This design comes from an exercise in tuning for small area on the open sky130 flow, not from production work.
Only simulation tests tie the RTL to the original design; equivalence was not proved.
Power figures rest on the tool's default switching activity, not on a simulated workload.

== run A ==
==> flow/design.v <==
module lt3_decoder #(
    parameter integer TIME_W        = 64,
    parameter integer TICKS_PER_S   = 1000
) (
    input  wire              clk,
    input  wire              rst,           
    input  wire              cmd_valid,
    input  wire [3:0]        cmd_op,
    input  wire [TIME_W-1:0] cmd_operand,
    input  wire              sym_valid,
    input  wire [9:0]        sym,
    output wire              sym_ready,
    input  wire              crsp_valid,
    input  wire [1:0]        crsp,
    output wire              crsp_ready,
    output reg               rsp_valid,
    output wire [3:0]        rsp_status,
    output wire [15:0]       rsp_data,
    output reg               req_open,
    output reg               req_close
);
    localparam integer COOLDOWN_S     = 30;
    localparam [TIME_W-1:0] COOLDOWN_TICKS = COOLDOWN_S * TICKS_PER_S;
    reg [5:0]        c;               
    reg [TIME_W-1:0] last_poll_time;
    reg [7:0] st1, st2, st3, st4, st34, st36, st37, st47, st50;    
    reg       snap_valid;
    reg [7:0] sn_f1, sn_vt, sn_va, sn_sr, sn_bl, sn_bu, sn_fl, sn_ch, sn_fn;
    reg       sn_flag;
    reg [3:0] q;                      
    wire stream_phase = c[5] | c[4] | c[3];
    wire connect      = ~stream_phase & c[1];
    wire idle         = ~stream_phase & ~c[1];
    wire poll_valid   = ~(idle & c[0]);
    wire hunt         = (c == 6'd8);
    wire seen         = (c == 6'd9);
    assign crsp_ready = !rst && !cmd_valid && connect;
    assign sym_ready  = !rst && !cmd_valid && stream_phase;
    wire take_cmd  = !rst && cmd_valid;
    wire take_crsp = crsp_valid && crsp_ready;
    wire take_sym  = sym_valid && sym_ready;
    wire [1:0] sym_kind = sym[9:8];
    wire [7:0] sym_byte = sym[7:0];
    wire       is_byte  = (sym_kind == 2'b00);
    wire       take_byte = take_sym && is_byte;
    wire [TIME_W-1:0] A = cmd_operand;
    wire [TIME_W-1:0] B = last_poll_time;
    wire [15:0] br;
    wire [14:0] d;
    assign br[0] = 1'b0;
    genvar gi;
    generate
        for (gi = 0; gi < 15; gi = gi + 1) begin : g_lo
            assign d[gi]    = A[gi] ^ B[gi] ^ br[gi];
            assign br[gi+1] = (~A[gi] & B[gi]) | (~(A[gi] ^ B[gi]) & br[gi]);
        end
    endgenerate
    wire lo_ok = d < COOLDOWN_TICKS[14:0];
    wire [TIME_W-1:15] hi_t;
    assign hi_t[15] = (A[15] ^ B[15]) ^ br[15];
    generate
        for (gi = 16; gi < TIME_W; gi = gi + 1) begin : g_hi
            assign hi_t[gi] = (A[gi] ^ B[gi]) ^ (~A[gi-1] & B[gi-1]);
        end
    endgenerate
    wire hi_ok = ~|hi_t;
    wire in_cooldown = poll_valid && lo_ok && hi_ok;
    wire is_update = (cmd_op == 4'd1);
    wire is_read   = (cmd_op >= 4'd2) && (cmd_op <= 4'd11);
    wire poll_go   = take_cmd && is_update && !in_cooldown;
    wire commit    = take_byte && (c == 6'd63);
    wire fill_adv  = take_byte && !hunt && !seen;        
    wire advance   = (take_crsp && crsp == 2'b01) ||
                     fill_adv ||
                     (take_byte && hunt && sym_byte == 8'h0E) ||
                     (take_byte && seen && sym_byte == 8'hFF);
    always @(posedge clk) begin
        if (rst)
            c <= 6'd1;
        else if (take_cmd) begin
            if (poll_go)
                c <= 6'd7;
        end else if (advance)
            c <= c + 6'd1;
        else if (take_crsp || (take_sym && !is_byte))
            c <= 6'd0;
        else if (take_byte && seen)
            c <= 6'd8;
    end
    always @(posedge clk)
        if (poll_go)
            last_poll_time <= cmd_operand;
    always @(posedge clk) begin
        if (take_byte && c == 6'd11) st1  <= sym_byte;
        if (take_byte && c == 6'd12) st2  <= sym_byte;
        if (take_byte && c == 6'd13) st3  <= sym_byte;
        if (take_byte && c == 6'd14) st4  <= sym_byte;
        if (take_byte && c == 6'd44) st34 <= sym_byte;
        if (take_byte && c == 6'd46) st36 <= sym_byte;
        if (take_byte && c == 6'd47) st37 <= sym_byte;
        if (take_byte && c == 6'd57) st47 <= sym_byte;
        if (take_byte && c == 6'd60) st50 <= sym_byte;
    end
    always @(posedge clk) begin
        if (commit) begin
            sn_f1   <= st1;
            sn_flag <= (sym_byte != 8'h00);
            sn_vt   <= st2;
            sn_va   <= st3;
            sn_sr   <= st4;
            sn_bl   <= st34;
            sn_bu   <= st36;
            sn_fl   <= st37;
            sn_ch   <= st47;
            sn_fn   <= st50;
        end
    end
    always @(posedge clk) begin
        if (rst)
            snap_valid <= 1'b0;
        else if (commit)
            snap_valid <= 1'b1;
    end
    always @(posedge clk) begin
        rsp_valid <= 1'b0;
        req_open  <= 1'b0;
        req_close <= 1'b0;
        if (take_cmd) begin
            q <= is_update ? (in_cooldown ? 4'd1 : 4'd7) :
                 (cmd_op == 4'd15) ? 4'd12 : cmd_op;
            rsp_valid <= !(is_update && !in_cooldown && idle);
            req_open  <= is_update && !in_cooldown;
            req_close <= is_update && !in_cooldown && !idle;
        end else if (take_crsp) begin
            q <= 4'd15;
            rsp_valid <= (crsp != 2'b01);
        end else begin
            q <= (sym_kind == 2'b01) ? 4'd3 :
                 (sym_kind == 2'b10) ? 4'd5 :
                 (sym_kind == 2'b11) ? 4'd4 : 4'd2;
            if (take_sym && (!is_byte || c == 6'd63)) begin
                rsp_valid <= 1'b1;
                req_close <= 1'b1;
            end
        end
        if (rst) begin
            rsp_valid <= 1'b0;
            req_open  <= 1'b0;
            req_close <= 1'b0;
        end
    end
    function [2:0] state_map(input [7:0] s);
        case (s)
            8'd0:       state_map = 3'd0;
            8'd2:       state_map = 3'd1;
            8'd3, 8'd4: state_map = 3'd2;
            8'd7, 8'd8: state_map = 3'd3;
            8'd97:      state_map = 3'd4;
            8'd98:      state_map = 3'd5;
            default:    state_map = 3'd7;
        endcase
    endfunction
    wire [8:0] temperature = {1'b0, sn_f1} + (sn_flag ? 9'd255 : 9'd0);
    reg [10:0] read_data;
    always @(*) begin
        case (q)
            4'd2:        read_data = {2'b00, temperature};
            4'd3:        read_data = {state_map(sn_sr), sn_sr};
            4'd4:        read_data = {3'b000, sn_vt};
            4'd5, 4'd6:  read_data = {3'b000, sn_va};
            4'd7:        read_data = {3'b000, sn_bl};
            4'd8:        read_data = {3'b000, sn_bu};
            4'd9:        read_data = {3'b000, sn_fl};
            4'd10:       read_data = {3'b000, sn_ch};
            4'd11:       read_data = {3'b000, sn_fn};
            default:     read_data = 11'd0;
        endcase
    end
    wire q_read = (q >= 4'd2) && (q <= 4'd11);
    assign rsp_data   = (!req_close && snap_valid) ? {5'b00000, read_data} : 16'h0000;
    assign rsp_status = req_close   ? q :
                        (q == 4'd1) ? 4'd1 :
                        q_read      ? (snap_valid ? 4'd0 : 4'd8) :
                        (q == 4'd15) ? 4'd4 : 4'd10;
endmodule
==> flow/config.mk <==
export PLATFORM = sky130hd
export DESIGN_NAME = lt3_decoder
export DESIGN_NICKNAME = lt3_decoder
export VERILOG_FILES = /design/flow/design.v
export SDC_FILE = /design/flow/constraint.sdc
export NUM_CORES = 4
export LEC_CHECK = 0
export CAP_MARGIN = 20
export CORE_MARGIN = 2
export CORE_UTILIZATION = 40
export PLACE_DENSITY = 0.6
export SLEW_MARGIN = 20
==> flow/constraint.sdc <==
create_clock -name core_clock -period 10.0 [get_ports {clk}]
set_input_delay 2.0000 -clock core_clock [delete_from_list [all_inputs] [get_ports {clk}]]
set_output_delay 2.0000 -clock core_clock [all_outputs]
set_load 0.01 [all_outputs]
standard.sh (not shown) runs the stock make flow with config.mk's settings and CLKGATE_MAP_FILE= SYNTH_SCRIPT=/design/flow/synth_recipe.tcl, a recipe that flattens the netlist after the stock synthesis.
==> flow/flow/run.sh <==
#!/bin/bash
# Own layout flow: the standard synthesis unchanged, then the standard
# ORFS layout with two changes:
#  * the port buffers are the smallest buffer cell (buf_1) instead of the
#    cell buffer_ports picks by default;
#  * clock tree synthesis uses small clock buffers and no dummy loads.
# Each tool's full output goes to a log file of its own in this folder.
set -euo pipefail
cd "$(dirname "$0")/.."

CTS_BUFS=${CTS_BUFS:-"sky130_fd_sc_hd__clkbuf_4"}
CTS_SIZE=${CTS_SIZE:-10}
CTS_DIAM=${CTS_DIAM:-50}

bash standard.sh synth > synth.log 2>&1

bash standard.sh \
  "BUFFER_PORTS_ARGS=-buffer_cell sky130_fd_sc_hd__buf_1" \
  "CTS_ARGS=-sink_clustering_enable -repair_clock_nets -dont_use_dummy_load -buf_list {$CTS_BUFS} -root_buf sky130_fd_sc_hd__clkbuf_4 -sink_clustering_size $CTS_SIZE -sink_clustering_max_diameter $CTS_DIAM" \
  finish > layout.log 2>&1
[inputs] run B vs run A
==> flow/run.sh (new file) <==
#!/bin/bash
# synth_recipe.tcl (not shown) runs the flow's synth.tcl, then flattens the netlist and writes it again
# the make line also repeats each setting of config.mk as NAME=value (left out here)
make -C /OpenROAD-flow-scripts/flow DESIGN_CONFIG=/design/flow/config.mk WORK_HOME=/design/flow/orfs CLKGATE_MAP_FILE= SYNTH_SCRIPT=/design/flow/synth_recipe.tcl finish
removed: flow/flow/run.sh
removed: flow/standard.sh
Findings:
- Going from run A to run B, share of synthesized flip-flops with an asynchronous set or reset neither gained nor lost much, net switching share of the total power lost 0.96 points, clock-buffer cell count lost 3.4%.
#### Input delta (run C over run B)
==> flow/flow/run.sh (new file) <==
#!/bin/bash
# Own layout flow: the standard synthesis unchanged, then the standard
# ORFS layout with two changes:
#  * the port buffers are the smallest buffer cell (buf_1) instead of the
#    cell buffer_ports picks by default;
#  * clock tree synthesis uses small clock buffers and no dummy loads.
# Each tool's full output goes to a log file of its own in this folder.
set -euo pipefail
cd "$(dirname "$0")/.."

CTS_BUFS=${CTS_BUFS:-"sky130_fd_sc_hd__clkbuf_8"}
CTS_SIZE=${CTS_SIZE:-20}
CTS_DIAM=${CTS_DIAM:-60}

bash standard.sh synth > synth.log 2>&1

bash standard.sh \
  "BUFFER_PORTS_ARGS=-buffer_cell sky130_fd_sc_hd__buf_1" \
  "CTS_ARGS=-sink_clustering_enable -repair_clock_nets -dont_use_dummy_load -buf_list {$CTS_BUFS} -root_buf sky130_fd_sc_hd__clkbuf_4 -sink_clustering_size $CTS_SIZE -sink_clustering_max_diameter $CTS_DIAM" \
  finish > layout.log 2>&1
==> flow/standard.sh (new file) <==
#!/bin/bash
# synth_recipe.tcl (not shown) runs the flow's synth.tcl, then flattens the netlist and writes it again
# the make line also repeats each setting of config.mk as NAME=value (left out here)
make -C /OpenROAD-flow-scripts/flow DESIGN_CONFIG=/design/flow/config.mk WORK_HOME=/design/flow/orfs CLKGATE_MAP_FILE= SYNTH_SCRIPT=/design/flow/synth_recipe.tcl "${@:-finish}"
removed: flow/run.sh
==> comparison <==
- Where worst IR drop on VDD is concerned, run B is outperformed by run C.
- Of run C and run B, run B shows the lower via count normalized by instance count, with run C above it.
- Worst hold slack across all endpoints ended up 0.029 ns lower on run C than on run B.

## what the ideal ports hide
In the flow no input, the clock included, has a driving cell. The finished layouts below were timed again as built, in two steps. Step 1 (the two cells are an assumption about what drives the block):
set clk [get_ports {clk}]
set_driving_cell -lib_cell sky130_fd_sc_hd__clkbuf_16 $clk
set_driving_cell -lib_cell sky130_fd_sc_hd__buf_2 [delete_from_list [all_inputs] $clk]
Step 2 adds t to the input delays and takes it off the output delays; t is the mean of the earliest and latest rising clock arrival at the registers after step 1. Input paths then give back, and output paths get back, about the clock's delay inside the block. Three values: no drivers, after step 1, after step 2; two values: the first two.
run | shift t [ns] | setup slack, ns | worst setup path at the end
run A | 0.666 | 2.188 / 2.208 / 1.542 | input to register
run B | 0.551 | 1.673 / 1.696 / 1.144 | input to register
run C | 0.679 | 2.192 / 2.212 / 1.533 | input to register
After both steps every run listed still meets setup and hold. For run C, which loses most, drivers alone change the setup slack by +0.020 ns; drivers and shift together by -0.659 ns.
